Source: an optimization exercise on an open RTL-to-GDS flow (aim: small area). Production flows keep margins and buffers that such runs may drop. In this exercise RTL edits were held to simulation tests only and were not proved equivalent to the original. Power is estimated from default activity; no workload was simulated.

Setup of v54:
## lnav_deframer
module lnav_deframer (
    input  wire         clk,
    input  wire         rst,             
    input  wire [7:0]   in_data,
    input  wire         in_valid,
    output wire         in_ready,
    output wire [719:0] out_record,
    output wire         out_valid,
    input  wire         out_ready,
    input  wire [3:0]   status_index,
    output wire         status_bit
);
Size: ~870 cells after synthesis, about 740 I/O pins, ~23000 um^2 of cells after synthesis.
==> flow/config.mk <==
export PLATFORM = sky130hd
export DESIGN_NAME = lnav_deframer
export DESIGN_NICKNAME = lnav_deframer
export VERILOG_FILES = /design/flow/design.v
export SDC_FILE = /design/flow/constraint.sdc
export NUM_CORES = 4
export LEC_CHECK = 0
export CAP_MARGIN = 20
export CORE_AREA = 2 2 108 398
export CTS_BUF_LIST = sky130_fd_sc_hd__clkbuf_4
export CTS_CLUSTER_SIZE = 30
export DIE_AREA = 0 0 110 400
export SLEW_MARGIN = 20
==> flow/constraint.sdc <==
create_clock -name core_clock -period 8.0 [get_ports {clk}]
set_input_delay 1.6000 -clock core_clock [delete_from_list [all_inputs] [get_ports {clk}]]
set_output_delay 1.6000 -clock core_clock [all_outputs]
set_load 0.01 [all_outputs]
run.sh (not shown) runs the stock make flow with config.mk's settings and CLKGATE_MAP_FILE= SYNTH_SCRIPT=/design/flow/synth_recipe.tcl, a recipe that flattens the netlist after the stock synthesis.
Input-level comparison between v14 and v54:
Settings: DIE_AREA no longer set, was 0 0 110 400; CORE_MARGIN now 2, previously not set; CTS_BUF_LIST no longer set, was sky130_fd_sc_hd__clkbuf_4; CTS_CLUSTER_SIZE no longer set, was 30; CORE_UTILIZATION now 40, previously not set; CORE_AREA no longer set, was 2 2 108 398.
Results
Diff v54 -> v14: multi-input logic portion of the cell area barely changed; proportion of power drawn by the clock network climbed 5.4 points; CTS H-tree depth dropped 1; least setup slack across all paths after layout climbed 0.070 ns. v54 has higher utilization than v14. v14 vs v54, via count went down by 5.9%. v14 — initial standard-cell utilization of the core 15 points lower, v54 as reference. [compare] base=v54 new=v14: number of nets in the layout shows a reduction of about 4%; static power due to leakage grew by 0.93%; per-cell via count in the routed design dropped about 11%; number of tap cells inserted saw an increase.
### v14 -> v6
Settings: CTS_CLUSTER_SIZE newly set to 30; CORE_AREA newly set to 2 2 108 398; CTS_BUF_LIST newly set to sky130_fd_sc_hd__clkbuf_4; DIE_AREA newly set to 0 0 110 400; CORE_MARGIN removed (was 2); CORE_UTILIZATION removed (was 40); ABC_AREA newly set to 1.
==> flow/flow/run.sh (new file) <==
#!/bin/bash
# Standard layout with two changes: the port buffers are the smallest buffer
# (buf_1) instead of the resizer's default pick, and clock tree synthesis adds
# no dummy loads. Each tool's output goes to its own log under orfs/logs; the
# make output goes to flow_make.log.
set -euo pipefail
bash standard.sh \
  "BUFFER_PORTS_ARGS=-buffer_cell sky130_fd_sc_hd__buf_1" \
  "CTS_ARGS=-sink_clustering_enable -repair_clock_nets -sink_clustering_size 30 -buf_list sky130_fd_sc_hd__clkbuf_4 -dont_use_dummy_load" \
  finish > flow_make.log 2>&1
==> flow/standard.sh (new file) <==
#!/bin/bash
# synth_recipe.tcl (not shown) runs the flow's synth.tcl, then flattens the netlist and writes it again
# the make line also repeats each setting of config.mk as NAME=value (left out here)
make -C /OpenROAD-flow-scripts/flow DESIGN_CONFIG=/design/flow/config.mk WORK_HOME=/design/flow/orfs CLKGATE_MAP_FILE= SYNTH_SCRIPT=/design/flow/synth_recipe.tcl "${@:-finish}"
removed: flow/run.sh
Notes after the runs:
Compared with v14, in v6 wire length went down by 8.6%; fraction of area in multi-input gates went up by 0.63 points; first-pass GRT wire length went down by about 7.5%; critical path depth went up by 2; largest incremental delay on the critical path went down by 0.22 ns.
Synthesized cell count sits higher in v6 than in v14.
Taking v14 as the reference, in v6 clock-pin slew of the registers on the worst-case setup and hold paths saw little to no change; net count reported at finish increased by 124 relative to the old numbers; die area saw a decrease; clock skew went up.
Between v14 and v6, proportion of cell area occupied by registers is lower for v14, v6 comes in above that.

re-timing with driven ports:
In the flow no input, the clock included, has a driving cell. The finished layouts below were timed again as built, in two steps. Step 1: set_driving_cell puts a clkbuf_16 on clk and a buf_2 on each other input, an assumption about the parent block. Step 2 moves the port delays by t, midway between the first and last clock arrival at a register: inputs arrive t later, outputs are due t later. That takes back most of the time a late clock gives input paths. a / b / c = ideal / step 1 / step 2; a / b = the first two.
run | t (ns) | setup WS [ns] | pins driven straight from the clock port
v54 | 0.916 | 2.529 / 2.391 / 2.391 | 1
v14 | 0.647 | 2.600 / 2.517 / 2.517 | 1
v6 | 0.917 | 3.689 / 3.594 / 3.332 | 1
After both steps setup and hold are still met in every run listed. For v6, which loses most, drivers alone change the setup slack by -0.095 ns; drivers and shift together by -0.357 ns.
